Context: an optimization exercise on an open-source flow, tuned for small area, a short achievable clock period and few clock cycles. The choices shown serve that exercise and are no tape-out recipe. Only simulation tests tie the RTL to the original design; equivalence was not proved. Power and IR drop assume default switching activity.

==> flow/design.v (excerpt) <==
module tans_enc (
    input  wire        clk,
    input  wire        rst,         
    input  wire        in_valid,
    output wire        in_ready,
    input  wire        in_init,     
    input  wire [7:0]  in_sym,
    input  wire [4:0]  in_lane,
    output wire        t_rd,
    output wire [7:0]  t_addr,
    input  wire [11:0] t_freq,
    input  wire [11:0] t_cum,
    output reg         w_valid,
    output wire [15:0] w_data,
    output wire        idle,
    output reg         sym_err,     
    output reg  [7:0]  err_sym,     
    input  wire [4:0]  x_lane,
    output wire [26:0] x_out
);
    localparam LOG2M = 11;
    localparam [26:0] M = 27'd1 << LOG2M;
    localparam integer S = 4;
    localparam R4 = 1;                
    function integer nb;
        input integer k;
        begin
            case (k)
            1: nb = 4;
            2: nb = 4;
            3: nb = 4;
            4: nb = 4;
            default: nb = 0;
            endcase
        end
    endfunction
    function [27:0] dstep;
        input [11:0] r;
        input [15:0] dq;
        input [11:0] f;
        reg   [12:0] t;
        reg   [13:0] d;
        begin
            t = {r, dq[15]};
            d = {1'b0, t} - {2'b00, f};
            if (!d[13]) dstep = {d[11:0], dq[14:0], 1'b1};
            else        dstep = {t[11:0], dq[14:0], 1'b0};
        end
    endfunction
    function [27:0] dstep4;
        input [11:0] r;
        input [15:0] dq;
        input [11:0] f;
        input [13:0] f3;
        reg   [13:0] t;
        reg   [14:0] d1, d2, d3;
        begin
            t  = {r, dq[15:14]};
            d1 = {1'b0, t} - {3'b000, f};
  ...
For scale: about 6,000 cells after synthesis, roughly 1,200 flip-flops, roughly 110 I/O pins, about 0.060 mm² of cells after synthesis.
clock: 10.0 ns
lec_check: 0
abc_area: 1
cap_margin: 20
core_margin: 2
core_utilization: 40
setup_slack_margin: 3.0
slew_margin: 20
run.sh (not shown) runs the stock make flow with config.mk's settings and CLKGATE_MAP_FILE= SYNTH_SCRIPT=/design/flow/synth_recipe.tcl, a recipe that flattens the netlist after the stock synthesis.
Testbench counts at the start, summed over its fixed seeds: cycles 5,190.
Change:
Settings changed: ABC_AREA 1 to default, CORE_UTILIZATION 40 to 55, CTS_CLUSTER_DIAMETER from default to 120, CTS_CLUSTER_SIZE from default to 22, PLACE_DENSITY from default to 0.7, SETUP_SLACK_MARGIN 3.0 to 3.5.
Outcome: Global-route usage is higher by 7.3 points. Routed wire length is lower by 14%. Power is lower by 9.6%.
Change:
Settings changed: CORE_UTILIZATION 55 to 40, CTS_CLUSTER_SIZE 22 to 26, PLACE_DENSITY 0.7 to default.
The new run completed without violations.
Area after synthesis stays the same.
Non-clock buffer count drops by 25.
Combinational power climbs by about 4%.
Setup slack got worse by 0.046 ns.
Global-route usage drops by 8.3 points.
First-iteration DRC count drops by 14%.
Cell count climbs by 7.6%.
Power climbs by 0.92%.
Wire length climbs by 4.3%.
Via count drops by 1.8%.
Change:
Settings changed: CTS_CLUSTER_DIAMETER 120 to default, CTS_CLUSTER_SIZE 26 to default, SETUP_SLACK_MARGIN 3.5 to 4.0.
=>
- sequential power is higher by about 0.5%
- setup slack gets better by 0.25 ns
- clock power is higher by 67%
- wire length is higher by 8.0%
- total power is higher by 10%
- global-route usage is higher by 1.8 points
- fmax is higher by 4.0%
- core utilization is higher by 3.7 points
- area after synthesis does not change


## tundra
tans_enc again, from the RTL that the note above started with.
clock: 10.0 ns
lec_check: 0
cap_margin: 20
core_margin: 2
core_utilization: 40
setup_slack_margin: 3.0
slew_margin: 20
standard.sh (not shown) runs the stock make flow with config.mk's settings and CLKGATE_MAP_FILE= SYNTH_SCRIPT=/design/flow/synth_recipe.tcl, a recipe that flattens the netlist after the stock synthesis.
==> flow/flow/run.sh <==
#!/bin/bash
# The standard layout, with the ports buffered by buf_4 cells instead of the
# delay buffers buffer_ports picks by default.
set -euo pipefail
export BUFFER_PORTS_ARGS="-buffer_cell sky130_fd_sc_hd__buf_4"
bash standard.sh > standard.log 2>&1
Testbench counts of tundra, summed over its fixed seeds: cycles 5,190.
Setup changes, tundra to sierra
Settings: removing SETUP_SLACK_MARGIN (formerly 3.0).
==> flow/run.sh (new file) <==
#!/bin/bash
# synth_recipe.tcl (not shown) runs the flow's synth.tcl, then flattens the netlist and writes it again
# the make line also repeats each setting of config.mk as NAME=value (left out here)
make -C /OpenROAD-flow-scripts/flow DESIGN_CONFIG=/design/flow/config.mk WORK_HOME=/design/flow/orfs CLKGATE_MAP_FILE= SYNTH_SCRIPT=/design/flow/synth_recipe.tcl finish
removed: flow/flow/run.sh
removed: flow/standard.sh
[summary]
Relative to tundra, global router's overall resource usage increased by 0.26 points in sierra.
tundra → sierra: number of instances resized during post-cts repair lost 14, post-route core utilization lost 0.33 points, count of maximum capacitance violations neither gained nor lost much.
sierra against tundra: ratio of cells with drive above 1 in the final layout decreased 3.3 points, maximum frequency decreased 15%, switching portion of total power increased 0.38 points, worst setup slack decreased 1.27 ns.
Compared with tundra, sierra shows a lower worst-case setup slack after placement.
sierra: design area 460 um2 below tundra
Inputs modified between sierra and garnet:
Settings: an added SETUP_SLACK_MARGIN of 3.5.
### Flow results
Met2 wirelength from detailed routing delta for garnet relative to sierra: 1.3% higher
Of garnet and sierra, the higher arrival time at the worst endpoint belongs to sierra.
Re top fanout value on the critical path: garnet and sierra aren't equal, and the lower value belongs to sierra.
Fmax: garnet above sierra
Comparing sierra against garnet, there is no change at all in starting density of the core.
Looking at the reports, garnet completed the entire flow and the layout it produced met the timing, DRC and antenna checks.


## old
The RTL this note starts from:
==> flow/design.v <==
module tans_enc (
    input  wire        clk,
    input  wire        rst,         
    input  wire        in_valid,
    output wire        in_ready,
    input  wire        in_init,     
    input  wire [7:0]  in_sym,
    input  wire [4:0]  in_lane,
    output wire        t_rd,
    output wire [7:0]  t_addr,
    input  wire [11:0] t_freq,
    input  wire [11:0] t_cum,
    output reg         w_valid,
    output wire [15:0] w_data,
    output wire        idle,
    output reg         sym_err,     
    output reg  [7:0]  err_sym,     
    input  wire [4:0]  x_lane,
    output wire [26:0] x_out
);
    localparam LOG2M = 11;
    localparam [26:0] M = 27'd1 << LOG2M;
    localparam integer S = 4;
    localparam R4 = 1;                
    function integer nb;
        input integer k;
        begin
            case (k)
            1: nb = 4;
            2: nb = 4;
            3: nb = 4;
            4: nb = 4;
            default: nb = 0;
            endcase
        end
    endfunction
    function [27:0] dstep;
        input [11:0] r;
        input [15:0] dq;
        input [11:0] f;
        reg   [12:0] t;
        reg   [13:0] d;
        begin
            t = {r, dq[15]};
            d = {1'b0, t} - {2'b00, f};
            if (!d[13]) dstep = {d[11:0], dq[14:0], 1'b1};
            else        dstep = {t[11:0], dq[14:0], 1'b0};
        end
    endfunction
    function [27:0] dstep4;
        input [11:0] r;
        input [15:0] dq;
        input [11:0] f;
        input [13:0] f3;
        reg   [13:0] t;
        reg   [14:0] d1, d2, d3;
        begin
            t  = {r, dq[15:14]};
            d1 = {1'b0, t} - {3'b000, f};
            d2 = {1'b0, t} - {2'b00, f, 1'b0};
            d3 = {1'b0, t} - {1'b0, f3};
            if (!d3[14])      dstep4 = {d3[11:0], dq[13:0], 2'b11};
            else if (!d2[14]) dstep4 = {d2[11:0], dq[13:0], 2'b10};
            else if (!d1[14]) dstep4 = {d1[11:0], dq[13:0], 2'b01};
            else              dstep4 = {t[11:0],  dq[13:0], 2'b00};
        end
    endfunction
    reg  [27*32-1:0] xs;                 
    reg        v1;
    reg [4:0]  lane1;
    reg [7:0]  sym1;
    reg [S:1]      vd;
    reg [5*S-1:0]  laned;
    reg [12*S-1:0] fd, cd, rd;
    reg [14*S-1:0] f3d;                  
    reg [16*S-1:0] dqd;
    reg            nw1;
    reg  busy;
    reg        wbv;
    reg [4:0]  wblane;
    reg [15:0] wbq;
    reg [11:0] wbr, wbc;
    reg hazard;
    integer k;
    always @* begin
        hazard = v1 && lane1 == in_lane;
        for (k = 1; k <= S; k = k + 1)
            hazard = hazard | (vd[k] && laned[5*(k-1) +: 5] == in_lane);
    end
    assign idle     = !busy;
    assign in_ready = in_init ? !busy : !hazard;
    wire   accept   = in_valid && in_ready;
    assign t_rd   = in_valid && !in_init;
    assign t_addr = in_sym;
    wire [4:0]  ra    = busy ? lane1 : x_lane;
    reg  [26:0] x_cur;
    integer n;
    always @* begin
        x_cur = 27'd0;
        for (n = 0; n < 32; n = n + 1)
            x_cur = x_cur | (xs[27*n +: 27] & {27{ra == n}});
    end
    assign x_out = x_cur;
    wire        f_ok   = t_freq != 12'd0;
    wire        need_w = {1'b0, x_cur[26:16]} >= t_freq;
    wire [26:0] x1     = {rd[10:0], dqd[15:0]};
    assign w_data = x1[15:0];
    wire [27:0] x_ren  = nw1 ? {17'd0, x1[26:16]} : {1'b0, x1};
    reg [28*S-1:0] dq_out;
    always @* begin : div
        reg [27:0] q;
        integer g;
        for (g = 1; g <= S; g = g + 1) begin
            q = (g == 1) ? x_ren : {rd[12*(g-1) +: 12], dqd[16*(g-1) +: 16]};
            if (R4) begin
                for (k = 0; k < nb(g) / 2; k = k + 1)
                    q = dstep4(q[27:16], q[15:0], fd[12*(g-1) +: 12], f3d[14*(g-1) +: 14]);
                if (nb(g) % 2)
                    q = dstep(q[27:16], q[15:0], fd[12*(g-1) +: 12]);
            end else begin
                for (k = 0; k < nb(g); k = k + 1)
                    q = dstep(q[27:16], q[15:0], fd[12*(g-1) +: 12]);
            end
            dq_out[28*(g-1) +: 28] = q;
        end
    end
    wire [27:0] qs    = dq_out[28*(S-1) +: 28];
    always @(posedge clk) begin
        lane1 <= in_lane;
        sym1  <= in_sym;
        laned <= {laned[5*(S-1)-1:0], lane1};
        fd    <= {fd[12*(S-1)-1:0], t_freq};
        cd    <= {cd[12*(S-1)-1:0], 1'b0, t_cum[10:0]};
        f3d   <= {f3d[14*(S-1)-1:0], 1'b0, {1'b0, t_freq} + {t_freq, 1'b0}};
        for (k = 1; k < S; k = k + 1) begin
            rd[12*k +: 12]  <= {1'b0, dq_out[28*(k-1) + 16 +: 11]};
            dqd[16*k +: 16] <= dq_out[28*(k-1) +: 16];
        end
        rd[11:0]  <= {1'b0, x_cur[26:16]};
        dqd[15:0] <= x_cur[15:0];
        nw1       <= need_w;
        wblane    <= laned[5*(S-1) +: 5];
        wbq       <= qs[15:0];
        wbr       <= {1'b0, qs[26:16]};
        wbc       <= cd[12*(S-1) +: 12];
        if (rst) begin
            v1      <= 1'b0;
            vd      <= {S{1'b0}};
            busy    <= 1'b0;
            wbv     <= 1'b0;
            w_valid <= 1'b0;
            sym_err <= 1'b0;
            err_sym <= 8'd0;
        end else begin
            v1 <= accept && !in_init;
            vd <= {vd[S-1:1], v1 && f_ok};
            wbv  <= vd[S];
            busy <= (accept && !in_init) || (v1 && f_ok) || (|vd);
            w_valid <= v1 && f_ok && need_w;
            if (v1 && !f_ok && !sym_err) begin
                sym_err <= 1'b1;
                err_sym <= sym1;
            end
            if (accept && in_init) begin
                sym_err <= 1'b0;
                err_sym <= 8'd0;
            end
        end
    end
    wire        init_we = !rst && accept && in_init;
    wire        upd_we  = !rst && wbv;
    wire [10:0] x_lo    = wbc[10:0] + wbr[10:0];
    wire [26:0] x_new   = {wbq, x_lo};
    wire [26:0] wbus    = init_we ? M : x_new;
    genvar j;
    generate
        for (j = 0; j < 32; j = j + 1) begin : lanes
            always @(posedge clk)
                if (init_we || (upd_we && wblane == j))
                    xs[27*j +: 27] <= wbus;
        end
    endgenerate
endmodule
==> flow/config.mk <==
export PLATFORM = sky130hd
export DESIGN_NAME = tans_enc
export DESIGN_NICKNAME = tans_enc
export VERILOG_FILES = /design/flow/design.v
export SDC_FILE = /design/flow/constraint.sdc
export NUM_CORES = 4
export LEC_CHECK = 0
export CAP_MARGIN = 20
export CORE_MARGIN = 2
export CORE_UTILIZATION = 40
export CTS_CLUSTER_DIAMETER = 120
export CTS_CLUSTER_SIZE = 22
export SETUP_SLACK_MARGIN = 3.8
export SLEW_MARGIN = 20
==> flow/constraint.sdc <==
create_clock -name core_clock -period 10.0 [get_ports {clk}]
set_input_delay 2.0000 -clock core_clock [delete_from_list [all_inputs] [get_ports {clk}]]
set_output_delay 2.0000 -clock core_clock [all_outputs]
set_load 0.01 [all_outputs]
run.sh (not shown) runs the stock make flow with config.mk's settings and CLKGATE_MAP_FILE= SYNTH_SCRIPT=/design/flow/synth_recipe.tcl, a recipe that flattens the netlist after the stock synthesis.
Stock flow here: none of the scripts above is used.
Looking at the reports, old completed the entire flow and the layout it produced met the timing, DRC and antenna checks.
Testbench counts of old, summed over its fixed seeds: cycles 5,190.
### old -> new
Settings: a change of SETUP_SLACK_MARGIN from 3.8 to 3.5; an added TNS_END_PERCENT of 0.
==> comparison <==
Every run in the comparison, old and new, completed the flow with a clean layout. old → new: maximum clock frequency now sits lower; total design power now sits lower; sum of routed wire segments on met1 now sits lower. On post-route worst hold slack, old and new are basically level. Re final-layout clock buffer total: no difference whatsoever between new and old. Between old and new, the flow reports non-clock buffer count in the final layout decreasing by more than a quarter. Cmp old and new / sequential fraction of design power / lower: old. Lower largest fanout on the critical path was reported by old, not new.

[afterwards: timing with drivers on the ports]
The flow's constraints put no driver on any port. The routed layouts listed below were extracted and timed again, unchanged, in two steps. Step 1 sets driving cells, clkbuf_16 on the clock port and buf_2 on the other inputs (assumed; they add their load-dependent delay and slew). Step 2, shift: input delay + t, output delay - t, t = (earliest + latest rising clock arrival at the registers) / 2. This alone moves slack from input paths to output paths. Three values: ideal ports, drivers, drivers and shift; two values: the first two.
| run | t (ns) | slack for setup (ns) | worst setup path at the end |
|---|---|---|---|
| the first run of note 1 | 0.815 | 2.866 / 2.844 / 2.844 | input to output |
| the second run of note 1 | 0.734 | 3.502 / 3.443 / 3.443 | input to output |
| the third run of note 1 | 0.785 | 3.456 / 3.471 / 2.689 | input to register |
| the fourth run of note 1 | 0.817 | 3.706 / 3.666 / 3.194 | input to register |
| tundra | 0.829 | 3.046 / 3.018 / 3.018 | input to output |
| sierra | 0.820 | 1.775 / 1.723 / 1.479 | input to register |
| garnet | 0.823 | 3.480 / 3.450 / 2.724 | input to register |
| old | 0.790 | 3.556 / 3.406 / 3.406 | input to output |
| new | 0.791 | 3.416 / 3.262 / 3.262 | input to output |
After both steps setup and hold are still met in every run listed. For the third run of note 1, which loses most, drivers alone change the setup slack by +0.015 ns; drivers and shift together by -0.767 ns.
